Source: an optimization exercise on an open RTL-to-GDS flow (aim: small area and a short achievable clock period). Production flows keep margins and buffers that such runs may drop.
RTL that was checked went through simulation tests only; none was proved equivalent to the original.
For runs 1 to 4, only the layout was checked, not whether the RTL still works.
Power is estimated from default activity; no workload was simulated.

File: design/flow/config.mk
export PLATFORM = sky130hd
export DESIGN_NAME = robbus_engine
export DESIGN_NICKNAME = robbus_engine
export VERILOG_FILES = /design/flow/design.v
export SDC_FILE = /design/flow/constraint.sdc
export NUM_CORES = 4
export LEC_CHECK = 0
export CAP_MARGIN = 20
export CORE_MARGIN = 2
export CORE_UTILIZATION = 60
export CTS_BUF_LIST = sky130_fd_sc_hd__clkbuf_4 sky130_fd_sc_hd__clkbuf_8
export PLACE_DENSITY = 0.72
export SETUP_SLACK_MARGIN = 2.6
export SLEW_MARGIN = 20
File: design/flow/constraint.sdc
create_clock -name core_clock -period 6.0 [get_ports {clk}]
set_input_delay 1.2000 -clock core_clock [delete_from_list [all_inputs] [get_ports {clk}]]
set_output_delay 1.2000 -clock core_clock [all_outputs]
set_load 0.01 [all_outputs]
File: design/flow/design.v
module robbus_engine (
    input  wire         clk,
    input  wire         ev_valid,
    input  wire [9:0]   ev,
    input  wire [7:0]   store_rdata,
    input  wire [127:0] h_reply,
    output wire         tx_valid,
    output wire [7:0]   tx_data,
    output wire         store_we,
    output wire [7:0]   store_wdata,
    output wire         h_call,
    output wire [127:0] h_arg
);
    localparam [2:0] RX_IDLE   = 3'd0;
    localparam [2:0] RX_WADDR  = 3'd1;
    localparam [2:0] RX_WGMASK = 3'd2;
    localparam [2:0] RX_WLEN   = 3'd3;
    localparam [2:0] RX_WDATA  = 3'd4;
    localparam [2:0] RX_WCSUM  = 3'd5;
    localparam [2:0] TX_IDLE  = 3'b000;
    localparam [2:0] TX_START = 3'b100;
    localparam [2:0] TX_ADDR  = 3'b101;
    localparam [2:0] TX_LEN   = 3'b110;
    localparam [2:0] TX_DATA  = 3'b111;
    reg [7:0]   addr;
    reg [2:0]   rx_state;
    reg         rx_esc;
    reg         is_svc;
    reg         is_grp;
    reg [7:0]   rx_tgt;      
    reg [7:0]   rx_len;      
    reg [7:0]   rx_idx;
    reg         f_h;         
    reg         f_s;         
    reg         f_hp;        
    reg [511:0] bm;          
    reg [2:0]   tx_state;
    reg         tx_esc;
    reg [7:0]   tx_nsum;     
    reg [7:0]   tx_rem;      
    reg [6:0]   tx_nx;       
    reg         tx_svc;      
    reg [1:0]   tx_xlo;      
    reg [7:0]   tx_out;      
    wire [7:0] buf0 = bm[7:0];
    wire [7:0] buf1 = bm[15:8];
    wire [7:0] buf2 = bm[23:16];
    wire [7:0] buf3 = bm[31:24];
    wire       ev_rx    = ev_valid & ~ev[9] & ~ev[8];
    wire       ev_tick  = ev_valid & ~ev[9] &  ev[8];
    wire       ev_reset = ev_valid &  ev[9] & ~ev[8];
    wire [7:0] b        = ev[7:0];
    wire       b_small  = (b[7:2] == 6'd0);
    wire       cls_esc  = ev_rx & ~rx_esc & b_small & (b[1:0] == 2'd0);
    wire       cls_mark = ev_rx & ~rx_esc & b_small & (b[1:0] != 2'd0);
    wire       cls_data = ev_rx & (rx_esc | ~b_small);
    wire [7:0] v        = rx_esc ? {b[7:2] - 6'd1, b[1:0]} : b;
    wire st_wlen  = (rx_state == RX_WLEN);
    wire st_wdata = (rx_state == RX_WDATA);
    wire st_wcsum = (rx_state == RX_WCSUM);
    wire       csum_eq  = ev_rx & (b == rx_tgt);
    wire svc_echo  = (buf0 == 8'h10);
    wire svc_desc  = (buf0 == 8'h11);
    wire svc_ca    = (buf0 == 8'h12) & (buf2 == addr) & (buf3 == (addr ^ buf1));
    wire h_wr      = csum_eq & f_h;                      
    wire svc_wr    = csum_eq & f_s & (svc_desc | svc_ca);
    wire do_prime  = csum_eq & (f_hp | (f_s & (svc_echo | svc_desc | svc_ca)));
    wire do_ca     = csum_eq & f_s & svc_ca;
    assign h_call      = h_wr;
    assign store_we    = do_ca;
    assign store_wdata = buf1;
    assign h_arg       = bm[127:0];
    wire       rx_wr = cls_data & st_wdata & ~rx_idx[7] & ~rx_idx[6];
    wire [7:0] wbus  = {8{~ev[9]}} & (st_wdata ? v : 8'h10);
    wire       h_sel_w = f_h & ~ev[9];
    genvar gk;
    generate
        for (gk = 0; gk < 64; gk = gk + 1) begin : g_buf
            wire en = ev_reset | (rx_wr & (rx_idx[5:0] == gk))
                    | ((gk < 16) ? h_wr : 1'b0)
                    | ((gk < 2) ? svc_wr : 1'b0);
            wire [7:0] d;
            if (gk < 16) begin : g_h
                assign d = h_sel_w ? h_reply[8*gk +: 8] : wbus;
            end else begin : g_n
                assign d = wbus;
            end
            always @(posedge clk)
                if (en) bm[8*gk +: 8] <= d;
        end
    endgenerate
    wire [7:0] tgt_sub  = rx_tgt - b;
    wire       ent_cs   = cls_data & ((st_wlen & (v == 8'h00))
                                    | (st_wdata & (rx_idx + 8'd1 == rx_len)));
    wire       stay_cs  = st_wcsum & ~ev_reset & ~cls_mark & ~cls_data;
    wire       n_ok     = ent_cs ? (tgt_sub[7:2] != 6'd0)
                                 : (cls_esc | rx_esc | (rx_tgt[7:2] != 6'd0));
    wire       n_cs     = (ent_cs | stay_cs) & n_ok;
    always @(posedge clk) begin
        f_h  <= n_cs & ~is_svc;
        f_s  <= n_cs & is_svc;
        f_hp <= n_cs & ~is_svc & ~is_grp;
    end
    wire s_start = (tx_state == TX_START);
    wire s_addr  = (tx_state == TX_ADDR);
    wire s_len   = (tx_state == TX_LEN);
    wire s_data  = (tx_state == TX_DATA);
    wire       tx_more = (tx_rem != 8'd0);
    wire       s_dbuf  = s_data & tx_more;       
    wire [7:0] xd      = tx_esc ? {tx_out[7:2] - 6'd1, tx_out[1:0]} : tx_out;
    wire [7:0] x       = s_len ? tx_rem : (tx_more ? xd : tx_nsum);
    wire       x_small = s_dbuf ? (tx_out == 8'h00) : (x[7:2] == 6'd0);
    wire [1:0] x_lo    = s_dbuf ? tx_xlo : x[1:0];
    wire       x_done  = tx_esc | ~x_small;
    wire [7:0] rd_nx   = tx_nx[6] ? 8'h00 : bm[8*tx_nx[5:0] +: 8];
    wire       adv_len  = ev_tick & s_len & x_done;
    wire       adv_data = ev_tick & s_data & x_done & tx_more;
    wire [7:0] nsum_n   = tx_nsum - x;
    wire       more_n   = s_len ? tx_more : (tx_rem != 8'd1);
    wire [7:0] x_n      = more_n ? (s_len ? buf0 : rd_nx) : nsum_n;
    wire [7:0] x_n_out  = (x_n[7:2] == 6'd0) ? 8'h00 : x_n;
    wire [3:0] h_sel    = tx_nx[3:0] - 4'd1;
    wire [7:0] h_at_tx  = h_reply[8*h_sel +: 8];
    wire       h_hit    = h_wr & ((tx_nx[6:4] == 3'd0) | (tx_nx == 7'd16));
    wire       rx_hit   = rx_wr & ({1'b0, rx_idx[5:0]} + 7'd1 == tx_nx);
    wire [7:0] cur_w    = f_h ? h_at_tx : wbus;
    wire [7:0] cur_w_out = tx_esc ? {cur_w[7:2] + 6'd1, cur_w[1:0]}
                         : (cur_w[7:2] == 6'd0) ? 8'h00 : cur_w;
    assign tx_valid = ev_tick & tx_state[2];
    assign tx_data  = tx_out;
    always @(posedge clk) begin
        if (ev_reset) begin
            addr     <= store_rdata;
            rx_state <= RX_IDLE;
            rx_esc   <= 1'b0;
            tx_state <= TX_IDLE;
            tx_esc   <= 1'b0;
        end else if (ev_rx) begin
            rx_esc <= cls_esc;
            if (cls_esc)
                rx_tgt <= rx_tgt + 8'd4;
            if (cls_mark) begin
                rx_tgt   <= 8'h00;
                is_svc   <= (b[1:0] == 2'd1);
                is_grp   <= (b[1:0] == 2'd3);
                rx_state <= RX_WADDR;
            end else if (cls_data) begin
                rx_tgt <= rx_tgt - b;
                case (rx_state)
                    RX_WADDR: begin
                        rx_len <= v ^ addr;
                        if (v[7])
                            rx_state <= RX_IDLE;
                        else if (is_grp)
                            rx_state <= RX_WGMASK;
                        else if (v == addr)
                            rx_state <= RX_WLEN;
                        else
                            rx_state <= RX_IDLE;
                    end
                    RX_WGMASK: begin
                        if ((v & rx_len) == 8'h00)
                            rx_state <= RX_WLEN;
                        else
                            rx_state <= RX_IDLE;
                    end
                    RX_WLEN: begin
                        rx_len   <= v;
                        rx_idx   <= 8'h00;
                        rx_state <= (v == 8'h00) ? RX_WCSUM : RX_WDATA;
                    end
                    RX_WDATA: begin
                        rx_idx <= rx_idx + 8'd1;
                        if (rx_idx + 8'd1 == rx_len)
                            rx_state <= RX_WCSUM;
                    end
                    RX_WCSUM: begin
                        rx_state <= RX_IDLE;
                        if (do_ca)
                            addr <= buf1;
                        if (do_prime) begin
                            tx_svc   <= is_svc;
                            tx_rem   <= ~is_svc ? 8'd16 : svc_echo ? rx_len : 8'd2;
                            tx_nx    <= 7'd1;
                            tx_nsum  <= 8'h00;
                            tx_esc   <= 1'b0;
                            tx_state <= TX_START;
                        end
                    end
                    default: ;
                endcase
            end
        end else if (ev_tick) begin
            case (tx_state)
                TX_START: tx_state <= TX_ADDR;
                TX_ADDR: begin
                    tx_nsum  <= tx_nsum - (addr | 8'h80);
                    tx_state <= TX_LEN;
                end
                TX_LEN, TX_DATA: begin
                    tx_esc <= ~x_done;
                    if (x_done) begin
                        if (s_len | tx_more)
                            tx_nsum <= nsum_n;
                        if (s_len)
                            tx_state <= TX_DATA;
                        else if (tx_more) begin
                            tx_rem <= tx_rem - 8'd1;
                            if (~(tx_nx[6] & tx_nx[0]))
                                tx_nx <= tx_nx + 7'd1;
                        end else
                            tx_state <= TX_IDLE;
                    end
                end
                default: ;
            endcase
        end
    end
    always @(posedge clk) begin
        if (ev_tick) begin
            if (s_start)
                tx_out <= addr | 8'h80;
            else if (s_addr)
                tx_out <= (tx_rem[7:2] == 6'd0) ? 8'h00 : tx_rem;
            else if (~x_done)
                tx_out <= {6'd1, x_lo};
            else if (adv_len | adv_data) begin
                tx_out <= x_n_out;
                tx_xlo <= x_n[1:0];
            end
        end else if (do_prime)
            tx_out <= {6'd0, ~is_svc, is_svc};
        else if ((h_hit | rx_hit) & s_dbuf) begin
            tx_out <= cur_w_out;
            tx_xlo <= cur_w[1:0];
        end
    end
endmodule
File: design/flow/flow/run.sh
#!/bin/bash
# The standard layout, with the port buffers made of the smallest buffer cell.
set -euo pipefail
export BUFFER_PORTS_ARGS="-buffer_cell sky130_fd_sc_hd__buf_1"
bash standard.sh > standard_flow.log 2>&1
File: design/flow/standard.sh
#!/bin/bash
# synth_recipe.tcl (not shown) runs the flow's synth.tcl, then flattens the netlist and writes it again
# the make line also repeats each setting of config.mk as NAME=value (left out here)
make -C /OpenROAD-flow-scripts/flow DESIGN_CONFIG=/design/flow/config.mk WORK_HOME=/design/flow/orfs CLKGATE_MAP_FILE= SYNTH_SCRIPT=/design/flow/synth_recipe.tcl "${@:-finish}"
==> impl_metrics.toml, run 1 <==
[outcome]
status = "complete, no violations"

[clock_tree]
cts.sinks = 590
cts_made_buffers = 94
clk_pin_slew_ns = 0.07
root_buffer = "clkbuf_8"
clk_path_buf_depth = 3
clock_latency_ns = 0.74
tritoncts = "yes"
postCtsHoldBufs = 0
htreeDepth = 3

[global_routing]
grt_pass1_vias = 20591
gr-usage-all-layers = 0.385
grt-busiest-layer = "met2"
grt_max_degree = 129
gr-total-overflow = 0
use_met3 = 0.110
antenna_found_initial = 1
met1_usage = 0.534
grt_pass1_wl_um = 141000
gr-usage-met2 = 0.572

[floorplanning]
initial_core_util = 0.610
core-area_um2 = 49100
fp.dieW_um = 227
die_area_um2 = 51600
io_pins = 295
fp-row-count = 81
die_y_um = 227

[timing]
hold_violations = 0
relSlewSlack = 0.349
worst_pin_slew_ns = 0.968
finalSetupViolCount = 0
tns_ns = 0
rsz0062_at_grt = "yes"
finalCritPeriodShare = 0.671
layout_min_cycle_time_ns = 4.02
drv_slew = 0
fmax_ghz = 0.249
fin_skew_ns = 0.0395

[route]
drt_pre_antenna_iters = 7
dr.first_iter.drc_count = 3275
route.detailed.drc = 0
ant_nets = 0
avgRoutedWirePerCell_um = 31.4
routed_via_density = 6.68
vias = 21380
wl_um = 101000

[layout]
areaGrowthSynthToFinish_pct = 17.0
nFillCells = 3323
final_cell_area_um2 = 35000
drive_gt1_frac = 0.259
ff_latch_area_um2 = 17600
multi_input_area_um2 = 11500
nets = 2644

[setup_path]
end_kind = "output port"
critPathTopFamily = "simple AND/OR/NAND/NOR gates"
critPathLaunchType = "register"
critPathBufInv = 1
crit_slowest_cell = "or4_4"
cp_cell_sequence = "xor2_1 -> or3_1 -> a211o_1 -> or4_4 -> nor2_4 -> buf_6"
crit_arrival_ns = 2.82
critPathMaxFanout = 3
r2r_setup_slack_ns = 2.20
max_stage_delay_ns = 0.57
worst-endpoint-required_ns = 4.80
r2r-end = "tx_out[6]"
timing.rr.start = "tx_rem[3]"
ff2ff_path_depth = 20
path_class = "reg -> out"

[logic_synthesis]
syn_area_per_cell_um2 = 13.9
synth_fp_nets = 2341
async_flop_share = 0
synth_edf_count = 579
synth_top_area_frac = 0.581
ys_ff_latch = 590
synth-seq-area-share = 0.589
ys.flop_type = "edfxtp_1"
yosysTopAreaCell = "edfxtp_1"
ys_types = 83
synthCells = 2154
syn-cell-area_um2 = 29900
ys_warn_count = 1
yosys-top-cells-area = "edfxtp_1, mux4_2, buf_4"

[worst_hold_path]
min_to = "f_hp"
hold_path_depth = 1
worstHoldPathType = "reg -> reg"
hp-start = "is_grp"

[place]
dp_hpwl_um = 69000
gp_congestion = 1.01
port_buffers = 294
dpl_cell_area_um2 = 31000

[flow_run]
cap_violations = 0

[power_and_ir_drop]
max-vdd-ir-drop_uv = 259
cellLeakagePower_nw = 13.1
pwr_density_cell_nw_per_um2 = 252
==> cell usage after synthesis (all sizes together), types with 48 or more instances <==
cell type,number
o21ai,110
nand2,164
nor2,103
nand3,52
a21o,133
xnor2,66
buf,189
clkbuf,73
a21oi,48
mux2i,93
mux4,139
edfxtp,579
==> cell families (layout without fill, tap and decap cells) <==
kind of cell | Yosys count | after routing | share of synthesized area
AND/OR/NAND/NOR | 453 | 453 | 0.0721
adder cells (fa/ha/maj) | 39 | 39 | 0.0171
AO/OA/AOI/OAI | 426 | 426 | 0.0956
flip-flops | 590 | 590 | 0.589
buffers and inverters | 312 | 692 | 0.0605
multiplexers | 234 | 234 | 0.137
XOR/XNOR | 100 | 100 | 0.0293
other | 0 | 2 | 0
==> through the flow <==
step | std cells | setup WS, ns | utilization | hold slack, ns | total power [mW]
final | 3200 | 1.98 | 0.713 | 0.515 | 8.81
after global routing | 3198 | 1.92 | 0.713 | 0.536 | 9.05
after CTS | 3153 | 1.96 | 0.695 | 0.521 | 8.76
after detailed placement | 2914 | 1.13 | 0.633 | 0.486 | 5.32
after global placement | 2914 | 1.24 | 0.633 | 0.496 | 5.31
after floorplan | 2154 | 2.24 | - | 0.444 | 5.09
==> sequential cells by signal (all words and copies together), names as in the netlist, 7 cells and up <==
register and flops:
tx_nsum 8, rx_len 8, tx_out 8, rx_idx 8, bm 512, addr 8
rx_tgt 8, tx_nx 7, tx_rem 8
==> routing by layer <==
metal,vias up,wire (µm),part of all wire
li1,8777,-,-
met1,10629,36700,0.36
met2,1659,45700,0.45
met3,313,13100,0.13
met4,2,5090,0.051
met5,-,13,0.00013
==> placed cells by master, fill, tap and decap left out, types with 11 or more instances in the layout <==
cell        n
buf_1     286
o21ai_1    20
clkinv_1   16
edfxtp_1  579
o21ai_2    23
nor2_2     11
xnor2_1    59
clkbuf_8   98
ha_1       26
buf_6      12
a21o_1    133
inv_1      39
buf_4     136
clkinv_2   19
nor2_1     86
nor3_1     20
or3_1      11
a31oi_1    11
nand2_1   156
a211oi_1   11
a21oi_1    39
buf_12     24
o21ai_4    18
o21ai_0    49
mux2i_1    91
mux4_2    139
nand3_1    45
a22oi_1    23
clkbuf_4   34
xor2_1     32
nor2b_1    13
==> cell type report <==
class,count,share of cell area
repair buffers,469,0.0843
clock buffers,132,0.0459
well taps,664,0.0238
inverters,50,0.00587
diodes,2,0.000143
multi-input cells,1252,0.329
flip-flops and latches,590,0.503
clock inverters,41,0.00783
==> power by group <==
part           switching, mW  total [mW]  internal (mW)
clock network           1.68        3.48           1.80
registers             0.0561        4.67           4.62
logic                  0.400       0.664          0.264
==> what timing repair did <==
| item | 4_1_cts | 5_1_grt |
|---|---|---|
| resized for setup | 97 | 91 |
| hold endpoints to repair | 0 | 0 |
| setup endpoints to repair | 566 | 414 |
| pin swaps | 38 | 28 |
| gates cloned | 2 | 3 |
| setup buffers | 64 | 42 |
==> worst max path at each step <==
stage	end	depth (start not counted)	startpoint	slack, ns
global route	store_we	6	bm[12]	1.92
detailed placement	bm[180]	9	ev[9]	1.13
floorplan	tx_out[0]	17	tx_rem[6]	2.24
global placement	h_call	7	ev[9]	1.24
finish	store_we	6	bm[31]	1.98
CTS	store_we	6	bm[28]	1.96
==> run 2, diff against run 1 <==
--- a/design/flow/design.v
+++ b/design/flow/design.v
@@ -41,5 +41,5 @@
     reg [6:0]   tx_nx;       
     reg         tx_svc;      
-    reg [1:0]   tx_xlo;      
+    reg [7:0]   tx_cur;      
     reg [7:0]   tx_out;      
     wire [7:0] buf0 = bm[7:0];
@@ -107,9 +107,7 @@
     wire s_data  = (tx_state == TX_DATA);
     wire       tx_more = (tx_rem != 8'd0);
-    wire       s_dbuf  = s_data & tx_more;       
-    wire [7:0] xd      = tx_esc ? {tx_out[7:2] - 6'd1, tx_out[1:0]} : tx_out;
-    wire [7:0] x       = s_len ? tx_rem : (tx_more ? xd : tx_nsum);
-    wire       x_small = s_dbuf ? (tx_out == 8'h00) : (x[7:2] == 6'd0);
-    wire [1:0] x_lo    = s_dbuf ? tx_xlo : x[1:0];
+    wire [7:0] x       = s_len ? tx_rem : (tx_more ? tx_cur : tx_nsum);
+    wire       x_small = (x[7:2] == 6'd0);
+    wire [7:0] x_p4    = {x[7:2] + 6'd1, x[1:0]};
     wire       x_done  = tx_esc | ~x_small;
     wire [7:0] rd_nx   = tx_nx[6] ? 8'h00 : bm[8*tx_nx[5:0] +: 8];
@@ -118,5 +116,5 @@
     wire [7:0] nsum_n   = tx_nsum - x;
     wire       more_n   = s_len ? tx_more : (tx_rem != 8'd1);
-    wire [7:0] x_n      = more_n ? (s_len ? buf0 : rd_nx) : nsum_n;
+    wire [7:0] x_n      = more_n ? (s_len ? tx_cur : rd_nx) : nsum_n;
     wire [7:0] x_n_out  = (x_n[7:2] == 6'd0) ? 8'h00 : x_n;
     wire [3:0] h_sel    = tx_nx[3:0] - 4'd1;
@@ -218,4 +216,12 @@
     end
     always @(posedge clk) begin
+        if (adv_data)
+            tx_cur <= rd_nx;
+        else if (do_prime)
+            tx_cur <= f_h ? h_reply[7:0] : svc_wr ? 8'h10 : buf0;
+        else if (h_hit | rx_hit)
+            tx_cur <= cur_w;
+    end
+    always @(posedge clk) begin
         if (ev_tick) begin
             if (s_start)
@@ -224,15 +230,11 @@
                 tx_out <= (tx_rem[7:2] == 6'd0) ? 8'h00 : tx_rem;
             else if (~x_done)
-                tx_out <= {6'd1, x_lo};
-            else if (adv_len | adv_data) begin
+                tx_out <= x_p4;
+            else if (adv_len | adv_data)
                 tx_out <= x_n_out;
-                tx_xlo <= x_n[1:0];
-            end
         end else if (do_prime)
             tx_out <= {6'd0, ~is_svc, is_svc};
-        else if ((h_hit | rx_hit) & s_dbuf) begin
+        else if ((h_hit | rx_hit) & s_data & tx_more)
             tx_out <= cur_w_out;
-            tx_xlo <= cur_w[1:0];
-        end
     end
 endmodule
==> run 2 against run 1 <==
  * Count of clock-buffer cells in the layout down 7
  * Hold slack lost 0.0097 ns
  * Global-route usage shrank 0.29 points
  * First-iteration DRC count decreased by 1.8%
  * Die area grew 2.8%
  * Synthesized cell count is 5.3% higher
  * Worst setup slack better by 0.15 ns
  * Critical endpoint unchanged
  * Highest routed layer is now met4
==> impl_metrics.toml, run 2 <==
[timing]
finalSetupViolCount = 0
fin_skew_ns = 0.0447
fin_ws_ns = 2.13
rsz0062_at_grt = "yes"
finalCritPeriodShare = 0.646
drv_slew = 0
worst_pin_slew_ns = 0.990
fmax_ghz = 0.258
layout_min_cycle_time_ns = 3.87
tns_ns = 0
hold_violations = 0
relSlewSlack = 0.338

[power_and_ir_drop]
pwr_density_cell_nw_per_um2 = 240
max-vdd-ir-drop_uv = 200
total_power_mw = 8.65
cellLeakagePower_nw = 13.5

[logic_synthesis]
synth-seq-area-share = 0.578
synthSimpleGateAreaFrac = 0.0805
synthXorXnorAreaFrac = 0.0300
synth_fa_ha_area_frac = 0.0143
synthCells = 2268
async_flop_share = 0
synth_top_family_by_area = "multiplexers"
syn_area_per_cell_um2 = 13.6
synth_mux_area_frac = 0.133
yosys-top-cells-area = "edfxtp_1, mux4_2, buf_4"
synth_compound_area_frac = 0.103
synth.most_common_cell = "edfxtp_1"
ys_warn_count = 1
yosysTopAreaCell = "edfxtp_1"
ys_ff_latch = 596
synth_edf_count = 585
ys_types = 93
syn-cell-area_um2 = 30700
synthTopCellsByCount = "edfxtp_1, nand2_1, buf_4"
synth_top_area_frac = 0.571
ys.flop_type = "edfxtp_1"
synth_fp_nets = 2450

[clock_tree]
cts_made_buffers = 93
clock_latency_ns = 0.72
tritoncts = "yes"
clk_pin_slew_ns = 0.06
htreeDepth = 3
clk_path_buf_depth = 3
cts.sinks = 596
root_buffer = "clkbuf_8"

[floorplanning]
fp.dieW_um = 230
die_area_um2 = 53100
fp-row-count = 82
die_y_um = 230
core-area_um2 = 50400
initial_core_util = 0.610
io_pins = 295

[layout]
drive_gt1_frac = 0.260
layoutNonFillerInstCount = 3311
max_flop_register = "bm"
final_cell_mix = "edfxtp_1, buf_1, nand2_1"
areaGrowthSynthToFinish_pct = 17.4
largest_reg_flops = 512
nets = 2742
layout_commonest_cell = "edfxtp_1"

[setup_path]
worst-endpoint-required_ns = 4.80
r2r_setup_slack_ns = 2.16
crit_arrival_ns = 2.67
crit_slowest_cell = "edfxtp_1"
critPathMaxFanout = 2
max_stage_delay_ns = 0.44
end_kind = "output port"
cp_cell_sequence = "xnor3_1 -> nand4_1 -> nor4b_4 -> nand3_1 -> or3_4 -> inv_4 -> buf_6"
timing.rr.start = "bm[31]"
critPathLaunchType = "register"
ff2ff_path_depth = 16
r2r-end = "tx_out[1]"
path_class = "reg -> out"

[route]
avgRoutedWirePerCell_um = 31.0
route.detailed.drc = 0
vias = 22472
drt_pre_antenna_iters = 6
dr.first_iter.drc_count = 3217
wl_um = 103000
routed_via_density = 6.79
ant_nets = 0

[global_routing]
grt_max_degree = 76
gr-usage-all-layers = 0.382
grt_pass1_vias = 21532
grt_pass1_wl_um = 146000
antenna_found_initial = 3
gr-total-overflow = 0

[worst_hold_path]
hp-start = "is_grp"
min_to = "f_hp"
worstHoldPathType = "reg -> reg"
hold_path_depth = 1

[flow_run]
cap_violations = 0

[place]
post-place-cells = 3012
dp_hpwl_um = 70500
port_buffers = 294
pre_cts_ws_ns = 1.39
gp_congestion = 0.985

[outcome]
status = "complete, no violations"
==> run 2: changes by cell type after synthesis, moves of 11 or more <==
cell      change
a21oi_1      +16
clkbuf_1     +11
mux2_2       +11
mux4_1       +12
mux4_2       -16
nand2_1      +21
nor2_1       +14
==> run 2: layout make-up <==
cell class / instances / area (µm²)
Sequential cell: 596 / 17800
Fill cell: 3421 / 14300
Multi-Input combinational cell: 1344 / 12600
Timing Repair Buffer: 473 / 2820
Clock buffer: 125 / 1530
Tap cell: 672 / 841
Clock inverter: 48 / 303
Inverter: 52 / 243
Antenna cell: 1 / 2.50
==> run 2: worst max path at each step <==
stage | start | endpoint | slack [ns] | cells past startpoint
after CTS | bm[25] | store_we | 2.11 | 7
after floorplan | ev[3] | tx_out[0] | 2.09 | 11
after detailed placement | ev[1] | tx_out[6] | 1.39 | 11
final | bm[25] | store_we | 2.13 | 7
after global placement | ev[3] | bm[212] | 1.43 | 10
after global routing | bm[25] | store_we | 2.03 | 7
==> run 2: cells by family (layout without fill, tap and decap cells) <==
family	count (synthesis)	after routing
flops	596	596
simple gates	513	513
compound gates	464	464
buf+inv	328	698
mux	234	234
xor+xnor	99	99
fa+ha+maj	34	34
other cells	0	1
==> run 2: timing repair <==
action / in CTS / in global routing
hold buffers: 0 / 0
pin swaps: 31 / 42
gates cloned: 2 / 2
buffers inserted: 82 / 38
endpoints found under the setup margin: 369 / 234
gates resized for setup: 107 / 107
==> run 2: stage by stage <==
step	hold slack, ns	utilization	instance area, µm²
2_1_floorplan	0.447	-	31500
3_3_place_gp	0.490	0.638	32100
3_5_place_dp	0.487	0.639	32200
4_1_cts	0.494	0.699	35200
5_1_grt	0.529	0.717	36100
6_report	0.505	0.717	36100
==> run 2: where the power goes <==
| part | internal, mW | switching [mW] |
|---|---|---|
| sequential | 4.64 | 0.0607 |
| clock | 1.76 | 1.65 |
| combinational | 0.202 | 0.330 |
==> run 2: critical path: cells and delay by family, from the launching register on <==
kind          cells  cell delay (ns)
simple gates      4             0.94
buf+inv           2             0.16
flops             1             0.44
xor+xnor          1             0.41
==> run 2: layer usage <==
metal  track usage  wire [µm]  up-vias
li1              -          -     9178
met5             0          0        -
met4         0.166       5700        0
met2         0.597      47500     1780
met1         0.522      36700    11136
met3        0.0831      12900      378
==> run 3, diff against run 2 <==
--- a/design/flow/design.v
+++ b/design/flow/design.v
@@ -34,4 +34,5 @@
     reg         f_s;         
     reg         f_hp;        
+    reg         f_ca;        
     reg [511:0] bm;          
     reg [2:0]   tx_state;
@@ -62,9 +63,8 @@
     wire svc_echo  = (buf0 == 8'h10);
     wire svc_desc  = (buf0 == 8'h11);
-    wire svc_ca    = (buf0 == 8'h12) & (buf2 == addr) & (buf3 == (addr ^ buf1));
     wire h_wr      = csum_eq & f_h;                      
-    wire svc_wr    = csum_eq & f_s & (svc_desc | svc_ca);
-    wire do_prime  = csum_eq & (f_hp | (f_s & (svc_echo | svc_desc | svc_ca)));
-    wire do_ca     = csum_eq & f_s & svc_ca;
+    wire svc_wr    = csum_eq & (f_ca | (f_s & svc_desc));
+    wire do_prime  = csum_eq & (f_hp | f_ca | (f_s & (svc_echo | svc_desc)));
+    wire do_ca     = csum_eq & f_ca;
     assign h_call      = h_wr;
     assign store_we    = do_ca;
@@ -97,5 +97,15 @@
                                  : (cls_esc | rx_esc | (rx_tgt[7:2] != 6'd0));
     wire       n_cs     = (ent_cs | stay_cs) & n_ok;
-    always @(posedge clk) begin
+    wire       w0   = rx_wr & (rx_idx[5:0] == 6'd0);
+    wire       w1   = rx_wr & (rx_idx[5:0] == 6'd1);
+    wire       w2   = rx_wr & (rx_idx[5:0] == 6'd2);
+    wire       w3   = rx_wr & (rx_idx[5:0] == 6'd3);
+    wire       n_c0 = w0 ? (wbus == 8'h12) : (buf0 == 8'h12);
+    wire       n_c2 = w2 ? (wbus == addr) : (buf2 == addr);
+    wire       n_c3 = w3 ? (wbus == (addr ^ buf1))
+                    : w1 ? (wbus == (addr ^ buf3))
+                    : (buf3 == (addr ^ buf1));
+    always @(posedge clk) begin
+        f_ca <= n_cs & is_svc & n_c0 & n_c2 & n_c3;
         f_h  <= n_cs & ~is_svc;
         f_s  <= n_cs & is_svc;
==> run 3 against run 2 <==
  * Maximum frequency grew 1.3%
  * Combinational power grew 41%
  * Cell area shrank 1.1%
  * Register-to-register slack is essentially flat
  * Flip-flop and latch count grew 1
  * Via count grew 0.52%
  * Die area grew 1.7%
  * First-iteration DRC count shrank 2.5%
  * Critical endpoint is now tx_out[1]
  * Still clean on timing, DRC and antenna
  * Total power grew 5.0%
==> impl_metrics.toml, run 3 <==
[setup_path]
worst-endpoint-required_ns = 6.44
end_kind = "register"
ff2ff_path_depth = 18
critPathMaxFanout = 3
path_class = "reg -> reg"
timing.rr.start = "tx_rem[1]"
crit_arrival_ns = 4.26
r2r_setup_slack_ns = 2.17
r2r-end = "tx_out[1]"
critPathLaunchType = "register"

[layout]
layoutNonFillerInstCount = 3317
max_flop_register = "bm"
nets = 2734
largest_reg_flops = 512
areaGrowthSynthToFinish_pct = 14.1
layout_commonest_cell = "edfxtp_1"
final_cell_mix = "edfxtp_1, buf_1, nand2_1"
nFillCells = 3621
utilization = 0.695
ff_latch_area_um2 = 17800
multi_input_area_um2 = 12300
drive_gt1_frac = 0.259

[floorplanning]
die_y_um = 232
initial_core_util = 0.609
core-area_um2 = 51400
fp.dieW_um = 232
io_pins = 295
die_area_um2 = 54000
fp-row-count = 83

[power_and_ir_drop]
power.internal_mw = 6.85
power_switching_mw = 2.23
cellLeakagePower_nw = 13.3
pwr-share-comb = 0.083
total_power_mw = 9.08
clock_power_share = 0.392
pwr_density_cell_nw_per_um2 = 254
max-vdd-ir-drop_uv = 224
netSwitchingFraction = 0.246
power_frac_seq = 0.525

[timing]
hold_violations = 0
fmax_ghz = 0.261
finalCritPeriodShare = 0.638
layout_min_cycle_time_ns = 3.83
rsz0062_at_grt = "yes"
drv_slew = 0
finalSetupViolCount = 0
relSlewSlack = 0.297
tns_ns = 0
worst_pin_slew_ns = 1.04
fin_skew_ns = 0.0449

[logic_synthesis]
synth_fa_ha_area_frac = 0.0144
synth_mux_area_frac = 0.129
ys_warn_count = 1
synthTopCellsByCount = "edfxtp_1, nand2_1, mux4_2"
synthSimpleGateAreaFrac = 0.0838
synthCells = 2298
syn-cell-area_um2 = 31300
ys.flop_type = "edfxtp_1"
syn_area_per_cell_um2 = 13.6
synth_top_family_by_area = "multiplexers"
yosys-top-cells-area = "edfxtp_1, mux4_2, buf_4"
synth_fp_nets = 2480
synthXorXnorAreaFrac = 0.0372
async_flop_share = 0
synth-seq-area-share = 0.569
yosysTopAreaCell = "edfxtp_1"
ys_types = 102
ys_ff_latch = 597
synth_top_area_frac = 0.561
synth_compound_area_frac = 0.102
synth_edf_count = 585
synth.most_common_cell = "edfxtp_1"

[route]
drt_pre_antenna_iters = 6
route.detailed.drc = 0
ant_nets = 0
avgRoutedWirePerCell_um = 31.1
vias = 22589
dr.first_iter.drc_count = 3136
wl_um = 103000
routed_via_density = 6.81

[global_routing]
gr-total-overflow = 0
grt_pass1_wl_um = 149000
antenna_found_initial = 3
grt_max_degree = 93
grt_pass1_vias = 21950
gr-usage-all-layers = 0.383

[place]
port_buffers = 294
post-place-cells = 3035
dp_hpwl_um = 70900
gp_congestion = 1.03

[clock_tree]
postCtsHoldBufs = 0
htreeDepth = 3
clk_pin_slew_ns = 0.06
clk_path_buf_depth = 3
clock_latency_ns = 0.71
cts.sinks = 597
cts_made_buffers = 100
tritoncts = "yes"
root_buffer = "clkbuf_8"

[worst_hold_path]
hp-start = "is_grp"
worstHoldPathType = "reg -> reg"
min_to = "f_hp"
hold_path_depth = 1

[flow_run]
cap_violations = 0

[outcome]
status = "complete, no violations"
[run 3: worst max-delay path: stages, from the launching register on]
cell	delay [ns]
edfxtp_1	0.43
inv_2	0.10
ha_4	0.14
or3b_4	0.41
nor2_4	0.15
nand2_2	0.08
a31oi_4	0.17
ha_2	0.20
inv_2	0.05
ha_4	0.15
a221oi_4	0.22
buf_6	0.15
o31ai_4	0.06
buf_4	0.17
o211ai_1	0.22
and3_1	0.23
a211oi_2	0.07
o41ai_2	0.43
o41ai_2	0.13
[run 3: cell type report]
type                            instances  share of cell area
Multi-Input combinational cell       1364               0.345
Tap cell                              680              0.0238
Clock buffer                          126              0.0445
Clock inverter                         56             0.00981
Timing Repair Buffer                  438              0.0725
Antenna cell                            5            0.000350
Sequential cell                       597               0.499
Inverter                               51             0.00564
[run 3: stage by stage]
step                area (µm²)  worst slack, ns  hold slack (ns)
floorplan                31700             2.20            0.447
global placement         32200             1.44            0.480
detailed placement       32200             1.37            0.486
CTS                      35300             2.20            0.488
global route             35700             2.02            0.517
finish                   35700             2.17            0.501
[run 3: cell families (layout without fill, tap and decap cells)]
| logic type | Yosys count | count (layout) |
|---|---|---|
| mux | 203 | 203 |
| compound gates | 459 | 459 |
| other cells | 0 | 5 |
| xor+xnor | 133 | 133 |
| buf+inv | 337 | 671 |
| flops | 597 | 597 |
| simple gates | 534 | 534 |
| fa+ha+maj | 35 | 35 |
[run 3: worst max path at each step]
stage / from / endpoint / depth (start not counted)
CTS: tx_rem[1] / tx_out[0] / 17
global route: tx_rem[1] / tx_out[1] / 18
detailed placement: ev[1] / tx_nx[5] / 9
finish: tx_rem[1] / tx_out[1] / 18
floorplan: tx_rem[1] / tx_out[0] / 17
global placement: ev[1] / tx_nx[1] / 9
[run 3: per-layer routing]
layer | wire length [µm] | part of all wire | vias to the layer above | GRT usage
met3 | 13400 | 0.13 | 342 | 0.0936
met4 | 5690 | 0.055 | 0 | 0.186
li1 | - | - | 9236 | -
met5 | 0 | 0 | - | 0
met1 | 37400 | 0.36 | 11207 | 0.529
met2 | 46700 | 0.45 | 1804 | 0.576
[run 3: power by group through the flow]
| stage | clock network, mW | logic [mW] | registers, mW |
|---|---|---|---|
| 6_report | 3.56 | 0.752 | 4.77 |
| 5_1_grt | 3.78 | 0.789 | 4.77 |
| 4_1_cts | 3.59 | 0.709 | 4.76 |
| 3_5_place_dp | 0 | 0.661 | 4.85 |
| 3_3_place_gp | 0 | 0.651 | 4.84 |
| 2_1_floorplan | 0 | 0.472 | 4.80 |
[run 3: what timing repair did]
| item | CTS | global route |
|---|---|---|
| hold endpoints to repair | 0 | 0 |
| resized for setup | 109 | 51 |
| pin swaps | 30 | 26 |
| setup endpoints to repair | 448 | 58 |
| setup buffers | 63 | 28 |
| cloned | 4 | 0 |
==> run 4, diff against run 3 <==
--- a/design/flow/design.v
+++ b/design/flow/design.v
@@ -32,7 +32,8 @@
     reg [7:0]   rx_idx;
     reg         f_h;         
-    reg         f_s;         
     reg         f_hp;        
     reg         f_ca;        
+    reg         f_sw;        
+    reg         f_sp;        
     reg [511:0] bm;          
     reg [2:0]   tx_state;
@@ -61,9 +62,7 @@
     wire st_wcsum = (rx_state == RX_WCSUM);
     wire       csum_eq  = ev_rx & (b == rx_tgt);
-    wire svc_echo  = (buf0 == 8'h10);
-    wire svc_desc  = (buf0 == 8'h11);
     wire h_wr      = csum_eq & f_h;                      
-    wire svc_wr    = csum_eq & (f_ca | (f_s & svc_desc));
-    wire do_prime  = csum_eq & (f_hp | f_ca | (f_s & (svc_echo | svc_desc)));
+    wire svc_wr    = csum_eq & f_sw;
+    wire do_prime  = csum_eq & (f_hp | f_sp);
     wire do_ca     = csum_eq & f_ca;
     assign h_call      = h_wr;
@@ -102,4 +101,6 @@
     wire       w3   = rx_wr & (rx_idx[5:0] == 6'd3);
     wire       n_c0 = w0 ? (wbus == 8'h12) : (buf0 == 8'h12);
+    wire       n_d  = w0 ? (wbus == 8'h11) : (buf0 == 8'h11);
+    wire       n_e  = w0 ? (wbus == 8'h10) : (buf0 == 8'h10);
     wire       n_c2 = w2 ? (wbus == addr) : (buf2 == addr);
     wire       n_c3 = w3 ? (wbus == (addr ^ buf1))
@@ -108,6 +109,7 @@
     always @(posedge clk) begin
         f_ca <= n_cs & is_svc & n_c0 & n_c2 & n_c3;
+        f_sw <= n_cs & is_svc & (n_d | (n_c0 & n_c2 & n_c3));
+        f_sp <= n_cs & is_svc & (n_e | n_d | (n_c0 & n_c2 & n_c3));
         f_h  <= n_cs & ~is_svc;
-        f_s  <= n_cs & is_svc;
         f_hp <= n_cs & ~is_svc & ~is_grp;
     end
@@ -189,5 +191,5 @@
                         if (do_prime) begin
                             tx_svc   <= is_svc;
-                            tx_rem   <= ~is_svc ? 8'd16 : svc_echo ? rx_len : 8'd2;
+                            tx_rem   <= ~is_svc ? 8'd16 : f_sw ? 8'd2 : rx_len;
                             tx_nx    <= 7'd1;
                             tx_nsum  <= 8'h00;
==> run 4 against run 3 <==
  * Count of clock-buffer cells in the layout down 2
  * First-iteration DRC count increased by 13%
  * Clock power decreased by 2%
  * Worst setup slack improved by 0.012 ns
  * Critical path type unchanged
  * Sequential share of layout area down 0.50 points
  * Total power fell by 4.9%
  * Still clean on timing, DRC and antenna
==> impl_metrics.toml, run 4 <==
[worst_hold_path]
hold_path_depth = 1
worstHoldPathType = "reg -> reg"
hp-start = "is_grp"
min_to = "f_hp"

[logic_synthesis]
synth_top_family_by_area = "multiplexers"
synth_mux_area_frac = 0.136
synthSimpleGateAreaFrac = 0.0795
ys.flop_type = "edfxtp_1"
synthTopCellsByCount = "edfxtp_1, mux4_2, nand2_1"
ys_ff_latch = 598
synth.most_common_cell = "edfxtp_1"
syn_area_per_cell_um2 = 13.9
yosysTopAreaCell = "edfxtp_1"
ys_warn_count = 1
synth_top_area_frac = 0.560
async_flop_share = 0
ys_types = 103
synthCells = 2264
synth-seq-area-share = 0.568
synth_fa_ha_area_frac = 0.0140
syn-cell-area_um2 = 31400
yosys-top-cells-area = "edfxtp_1, mux4_2, buf_4"
synth_compound_area_frac = 0.100
synth_edf_count = 585
synthXorXnorAreaFrac = 0.0376
synth_fp_nets = 2446

[power_and_ir_drop]
power.internal_mw = 6.62
pwr_density_cell_nw_per_um2 = 239
clock_power_share = 0.403
power_frac_seq = 0.546
pwr-share-comb = 0.051
cellLeakagePower_nw = 13.2
max-vdd-ir-drop_uv = 246
power_switching_mw = 2.02
netSwitchingFraction = 0.234
total_power_mw = 8.64

[route]
routed_via_density = 6.92
vias = 23017
dr.first_iter.drc_count = 3541
ant_nets = 0
avgRoutedWirePerCell_um = 31.5
drt_pre_antenna_iters = 8
wl_um = 105000
route.detailed.drc = 0

[setup_path]
r2r-end = "tx_out[1]"
ff2ff_path_depth = 14
crit_arrival_ns = 4.28
crit_slowest_cell = "or4_4"
critPathMaxFanout = 6
timing.rr.start = "tx_rem[4]"
path_class = "reg -> reg"
cp_cell_sequence = "or4_4 -> nor2_4 -> nand2_2 -> a31oi_4 -> ha_4 -> inv_2 -> ha_4 -> or3_4 -> a221o_1 -> a311o_1 -> a21oi_2 -> buf_4 -> nor4b_4 -> o21ai_1"
worst-endpoint-required_ns = 6.47
path_common_cell = "ha_4"
critPathLaunchType = "register"
r2r_setup_slack_ns = 2.19
end_kind = "register"
max_stage_delay_ns = 0.62

[layout]
nets = 2741
layout_commonest_cell = "edfxtp_1"
areaGrowthSynthToFinish_pct = 15.1
final_cell_mix = "edfxtp_1, buf_1, mux4_2"
largest_reg_flops = 512
max_flop_register = "bm"
utilization = 0.701
drive_gt1_frac = 0.260
layoutNonFillerInstCount = 3325
nFillCells = 3525
final_cell_area_um2 = 36100

[timing]
drv_slew = 0
hold_violations = 0
worst_pin_slew_ns = 1.12
relSlewSlack = 0.255
tns_ns = 0
finalSetupViolCount = 0
fin_skew_ns = 0.0434
rsz0062_at_grt = "yes"
fin_ws_ns = 2.19
finalCritPeriodShare = 0.636
hold_slack_ns = 0.527
fmax_ghz = 0.262
layout_min_cycle_time_ns = 3.81

[floorplanning]
fp.dieW_um = 233
initial_core_util = 0.609
io_pins = 295
core-area_um2 = 51500
fp-row-count = 83
die_area_um2 = 54200
die_y_um = 233

[global_routing]
grt_pass1_vias = 21717
gr-total-overflow = 0
use_met3 = 0.0942
grt_max_degree = 104
antenna_found_initial = 8
gr-usage-all-layers = 0.383
grt-busiest-layer = "met2"
gr-usage-met2 = 0.589
grt_pass1_wl_um = 148000
met1_usage = 0.511

[place]
dp_hpwl_um = 70600
dpl_cell_area_um2 = 32300
port_buffers = 294
pre_cts_ws_ns = 1.31
post-place-cells = 3031
gp_congestion = 1.01

[clock_tree]
htreeDepth = 3
clock_latency_ns = 0.73
clk_pin_slew_ns = 0.06
tritoncts = "yes"
root_buffer = "clkbuf_8"
cts.sinks = 598
cts_made_buffers = 97
postCtsHoldBufs = 0
clk_path_buf_depth = 3

[flow_run]
cap_violations = 0

[outcome]
status = "complete, no violations"
## run 4: changes by cell type after synthesis, sizes merged, moves of 8 or more
cell	before	now
a22oi	7	17
mux4	158	166
o22ai	17	9
nand2	194	159
a31oi	16	26
xnor2	94	84
nand3	47	55
## run 4: layout make-up
class,instances,area (µm²),area share
inverter,54,233,0.00644
clock buffer,124,1550,0.0429
antenna,7,17.5,0.000485
sequential,598,17800,0.494
tap,680,851,0.0236
clock inverter,54,324,0.00897
timing repair buffer,477,2880,0.0796
multi-input combinational,1331,12400,0.344
## run 4: what timing repair did
action                     CTS  global route
gates resized for setup    107            81
setup buffers               57            46
setup endpoints to repair  458           275
cloned                       3             3
hold endpoints to repair     0             0
pin swaps                   27            35
## run 4: cell families after synthesis
logic type / after synthesis
compound gates: 461
simple gates: 496
flops: 598
fa+ha+maj: 34
xor+xnor: 126
mux: 213
buf+inv: 336
## run 4: worst max-delay path, delay by kind of cell, from the launching register on
family,cells,cell delay (ns)
buf+inv,2,0.19
compound gates,5,1.23
simple gates,5,1.40
flops,1,0.43
fa+ha+maj,2,0.31
## run 4: routing by layer
layer  routed length, µm  up-vias
li1                    -     9244
met1               36400    11387
met2               48300     1968
met3               13700      418
met4                6460        0
met5                   0        -
## run 4: power by group through the flow
| stage | clock [mW] | combinational (mW) | sequential (mW) |
|---|---|---|---|
| 6_report | 3.48 | 0.445 | 4.71 |
| 4_1_cts | 3.50 | 0.424 | 4.71 |
| 3_5_place_dp | 0 | 0.408 | 4.80 |
| 5_1_grt | 3.67 | 0.466 | 4.72 |
| 2_1_floorplan | 0 | 0.262 | 4.77 |
| 3_3_place_gp | 0 | 0.399 | 4.79 |
## run 4: worst max path at each step
stage | depth (start not counted) | from | to
after floorplan | 22 | tx_nx[0] | tx_out[1]
after global routing | 16 | tx_rem[0] | tx_out[1]
after CTS | 16 | tx_rem[0] | tx_out[1]
after detailed placement | 7 | ev[9] | bm[41]
after global placement | 7 | ev[9] | bm[56]
final | 14 | tx_rem[4] | tx_out[1]
==> run 5, diff against run 4 <==
--- a/design/flow/design.v
+++ b/design/flow/design.v
@@ -41,4 +41,6 @@
     reg [7:0]   tx_nsum;     
     reg [7:0]   tx_rem;      
+    reg         tx_more;     
+    reg         tx_last;     
     reg [6:0]   tx_nx;       
     reg         tx_svc;      
@@ -118,5 +120,4 @@
     wire s_len   = (tx_state == TX_LEN);
     wire s_data  = (tx_state == TX_DATA);
-    wire       tx_more = (tx_rem != 8'd0);
     wire [7:0] x       = s_len ? tx_rem : (tx_more ? tx_cur : tx_nsum);
     wire       x_small = (x[7:2] == 6'd0);
@@ -126,6 +127,6 @@
     wire       adv_len  = ev_tick & s_len & x_done;
     wire       adv_data = ev_tick & s_data & x_done & tx_more;
-    wire [7:0] nsum_n   = tx_nsum - x;
-    wire       more_n   = s_len ? tx_more : (tx_rem != 8'd1);
+    wire [7:0] nsum_n   = tx_nsum - (s_len ? tx_rem : tx_cur);
+    wire       more_n   = s_len ? tx_more : ~tx_last;
     wire [7:0] x_n      = more_n ? (s_len ? tx_cur : rd_nx) : nsum_n;
     wire [7:0] x_n_out  = (x_n[7:2] == 6'd0) ? 8'h00 : x_n;
@@ -192,4 +193,6 @@
                             tx_svc   <= is_svc;
                             tx_rem   <= ~is_svc ? 8'd16 : f_sw ? 8'd2 : rx_len;
+                            tx_more  <= ~is_svc | f_sw | (rx_len != 8'd0);
+                            tx_last  <= is_svc & ~f_sw & (rx_len == 8'd1);
                             tx_nx    <= 7'd1;
                             tx_nsum  <= 8'h00;
@@ -216,5 +219,7 @@
                             tx_state <= TX_DATA;
                         else if (tx_more) begin
-                            tx_rem <= tx_rem - 8'd1;
+                            tx_rem  <= tx_rem - 8'd1;
+                            tx_more <= ~tx_last;
+                            tx_last <= (tx_rem == 8'd2);
                             if (~(tx_nx[6] & tx_nx[0]))
                                 tx_nx <= tx_nx + 7'd1;
--- a/design/flow/config.mk
+++ b/design/flow/config.mk
@@ -8,7 +8,7 @@
 export CAP_MARGIN = 20
 export CORE_MARGIN = 2
-export CORE_UTILIZATION = 60
+export CORE_UTILIZATION = 70
 export CTS_BUF_LIST = sky130_fd_sc_hd__clkbuf_4 sky130_fd_sc_hd__clkbuf_8
-export PLACE_DENSITY = 0.72
+export PLACE_DENSITY = 0.8
 export SETUP_SLACK_MARGIN = 2.6
 export SLEW_MARGIN = 20
==> run 5 against run 4 <==
  * Still clean on timing, DRC and antenna
  * Utilization up 12 points
  * Clock skew up 0.0014 ns
  * Clock power up 5%
  * Worst setup slack worse by 0.038 ns
  * Wire length up 14%
  * Maximum frequency down 1.0%
  * Via count up 7.5%
  * Register-to-register slack worse by 0.04 ns
  * Total power up 5.5%
  * Sequential power up 1%
  * Die area down 14%
  * Largest cell class unchanged
==> impl_metrics.toml, run 5 <==
[setup_path]
critPathMaxFanout = 7
worst-endpoint-required_ns = 6.44
crit_arrival_ns = 4.29
critPathLaunchType = "register"
end_kind = "register"
r2r_setup_slack_ns = 2.15
path_class = "reg -> reg"

[global_routing]
grt_pass1_vias = 23268
gr-usage-all-layers = 0.498
grt_pass1_wl_um = 164000
gr-total-overflow = 0
grt_max_degree = 109
antenna_found_initial = 8

[outcome]
status = "complete, no violations"

[logic_synthesis]
synth_edf_count = 587
ys_types = 84
yosys-top-cells-area = "edfxtp_1, mux4_2, buf_4"
async_flop_share = 0
ys_ff_latch = 600
synthCells = 2314
yosysTopAreaCell = "edfxtp_1"
syn_area_per_cell_um2 = 13.5
ys_warn_count = 1
synthTopCellsByCount = "edfxtp_1, nand2_1, mux4_2"
syn-cell-area_um2 = 31200
synth_top_area_frac = 0.564
synth.most_common_cell = "edfxtp_1"
synth_fp_nets = 2502
synth-seq-area-share = 0.573
ys.flop_type = "edfxtp_1"

[layout]
largest_reg_flops = 512
drive_gt1_frac = 0.246
ff_latch_area_um2 = 17900
max_flop_register = "bm"
areaGrowthSynthToFinish_pct = 16.2
multi_input_area_um2 = 12500
layout_commonest_cell = "edfxtp_1"
nFillCells = 2377
final_cell_area_um2 = 36300
final_cell_mix = "edfxtp_1, buf_1, mux4_2"
nets = 2776

[timing]
finalCritPeriodShare = 0.642
fmax_ghz = 0.260
hold_violations = 0
fin_skew_ns = 0.0447
finalSetupViolCount = 0
relSlewSlack = 0.249
layout_min_cycle_time_ns = 3.85
rsz0062_at_grt = "yes"
fin_ws_ns = 2.15
tns_ns = 0
drv_slew = 0
worst_pin_slew_ns = 1.12

[flow_run]
cap_violations = 0

[clock_tree]
cts.sinks = 600
root_buffer = "clkbuf_8"
cts_made_buffers = 93
htreeDepth = 3
clk_pin_slew_ns = 0.07
clk_path_buf_depth = 3
postCtsHoldBufs = 0
tritoncts = "yes"
clock_latency_ns = 0.73

[floorplanning]
die_area_um2 = 46300
io_pins = 295
initial_core_util = 0.708
core-area_um2 = 44100
fp.dieW_um = 215
fp-row-count = 77
die_y_um = 215

[power_and_ir_drop]
max-vdd-ir-drop_uv = 303
cellLeakagePower_nw = 13.5
pwr_density_cell_nw_per_um2 = 251

[route]
ant_nets = 0
vias = 24739
drt_pre_antenna_iters = 13
avgRoutedWirePerCell_um = 36.7
wl_um = 119000
routed_via_density = 7.60
route.detailed.drc = 0
dr.first_iter.drc_count = 4906

[place]
pre_cts_ws_ns = 1.14
port_buffers = 294
dp_hpwl_um = 74700
dpl_cell_area_um2 = 32200
gp_congestion = 1.05

[worst_hold_path]
worstHoldPathType = "reg -> reg"
## run 5: timing repair
action,CTS,global route
pin swaps,35,28
gates cloned,14,5
gates resized for setup,156,67
setup endpoints to repair,468,157
setup buffers,64,40
## run 5: layer usage
layer,part of all wire,vias up,wire length (µm),GRT usage
met5,0.0017,-,204,0
met4,0.084,18,9990,0.290
met3,0.18,759,21200,0.177
met2,0.43,2802,51700,0.734
met1,0.30,11791,36300,0.646
li1,-,9369,-,-
## run 5: kinds of logic after synthesis
logic type / Yosys count / share of synthesized area
AO/OA/AOI/OAI: 489 / 0.106
AND/OR/NAND/NOR: 494 / 0.0776
flip-flops: 600 / 0.573
buffers and inverters: 345 / 0.0595
adder cells (fa/ha/maj): 40 / 0.0167
multiplexers: 230 / 0.135
XOR/XNOR: 116 / 0.0330
## run 5: worst paths after layout
kind	start	to	cells past startpoint
setup / recovery	tx_nx[0]	tx_out[0]	12
hold / removal	is_grp	f_hp	1
setup reg to reg	tx_nx[0]	tx_out[0]	12
hold reg to reg	is_grp	f_hp	1
## run 5: layout make-up
cell class | count | area share
Antenna cell | 1 | 0.0000690
Clock buffer | 117 | 0.0402
Clock inverter | 52 | 0.0126
Inverter | 60 | 0.00766
Multi-Input combinational cell | 1375 | 0.346
Sequential cell | 600 | 0.493
Tap cell | 592 | 0.0204
Timing Repair Buffer | 456 | 0.0796
Timing Repair inverter | 2 | 0.000483
## run 5: per-stage QoR
stage | utilization | hold slack [ns] | instances | total power [mW]
final | 0.822 | 0.545 | 3255 | 9.11
after global routing | 0.822 | 0.557 | 3254 | 9.25
after CTS | 0.807 | 0.533 | 3209 | 8.98
after detailed placement | 0.730 | 0.527 | 2962 | 5.41
after global placement | 0.730 | 0.521 | 2961 | 5.39
after floorplan | - | 0.447 | 2314 | 5.18
## run 5: power by group
group	leakage, nW	internal [mW]	switching (mW)
combinational	6.83	0.253	0.426
clock	1.00	1.92	1.73
sequential	5.63	4.68	0.0972
total	13.5	6.86	2.25
## run 5: critical path: stages (launching register included)
cell,delay [ns]
edfxtp_1,0.42
buf_12,0.20
buf_12,0.14
mux4_2,0.48
mux2i_1,0.77
a21oi_1,0.27
o211ai_1,0.19
buf_4,0.18
nor2_1,0.05
o22a_1,0.24
nand3b_1,0.21
o41ai_2,0.31
a21oi_1,0.10

## separate check: timing with driven ports
In the flow no input, the clock included, has a driving cell. The finished layouts below were timed again as built, in two steps. Step 1 sets driving cells, clkbuf_16 on the clock port and buf_2 on the other inputs (assumed; they add their load-dependent delay and slew). Step 2 moves the port delays by t, midway between the first and last clock arrival at a register: inputs arrive t later, outputs are due t later. That takes back most of the time a late clock gives input paths. Three values: no drivers, after step 1, after step 2; two values: the first two.
run	t, ns	slack for setup (ns)	hold slack, ns	latest minus earliest clock arrival (ns)
run 1	0.780	1.976 / 1.918 / 1.766	0.515 / 0.515 / 0.515	0.042 / 0.041
run 2	0.762	2.126 / 2.067 / 1.741	0.505 / 0.505 / 0.505	0.045 / 0.045
run 3	0.742	2.175 / 2.175 / 1.850	0.501 / 0.501 / 0.501	0.053 / 0.053
run 4	0.766	2.187 / 2.187 / 1.578	0.527 / 0.527 / 0.527	0.044 / 0.043
run 5	0.764	2.148 / 2.148 / 1.778	0.545 / 0.545 / 0.545	0.046 / 0.046
After both steps setup and hold are still met in every run listed. For run 4, which loses most, drivers alone change the setup slack by 0.000 ns; drivers and shift together by -0.609 ns.
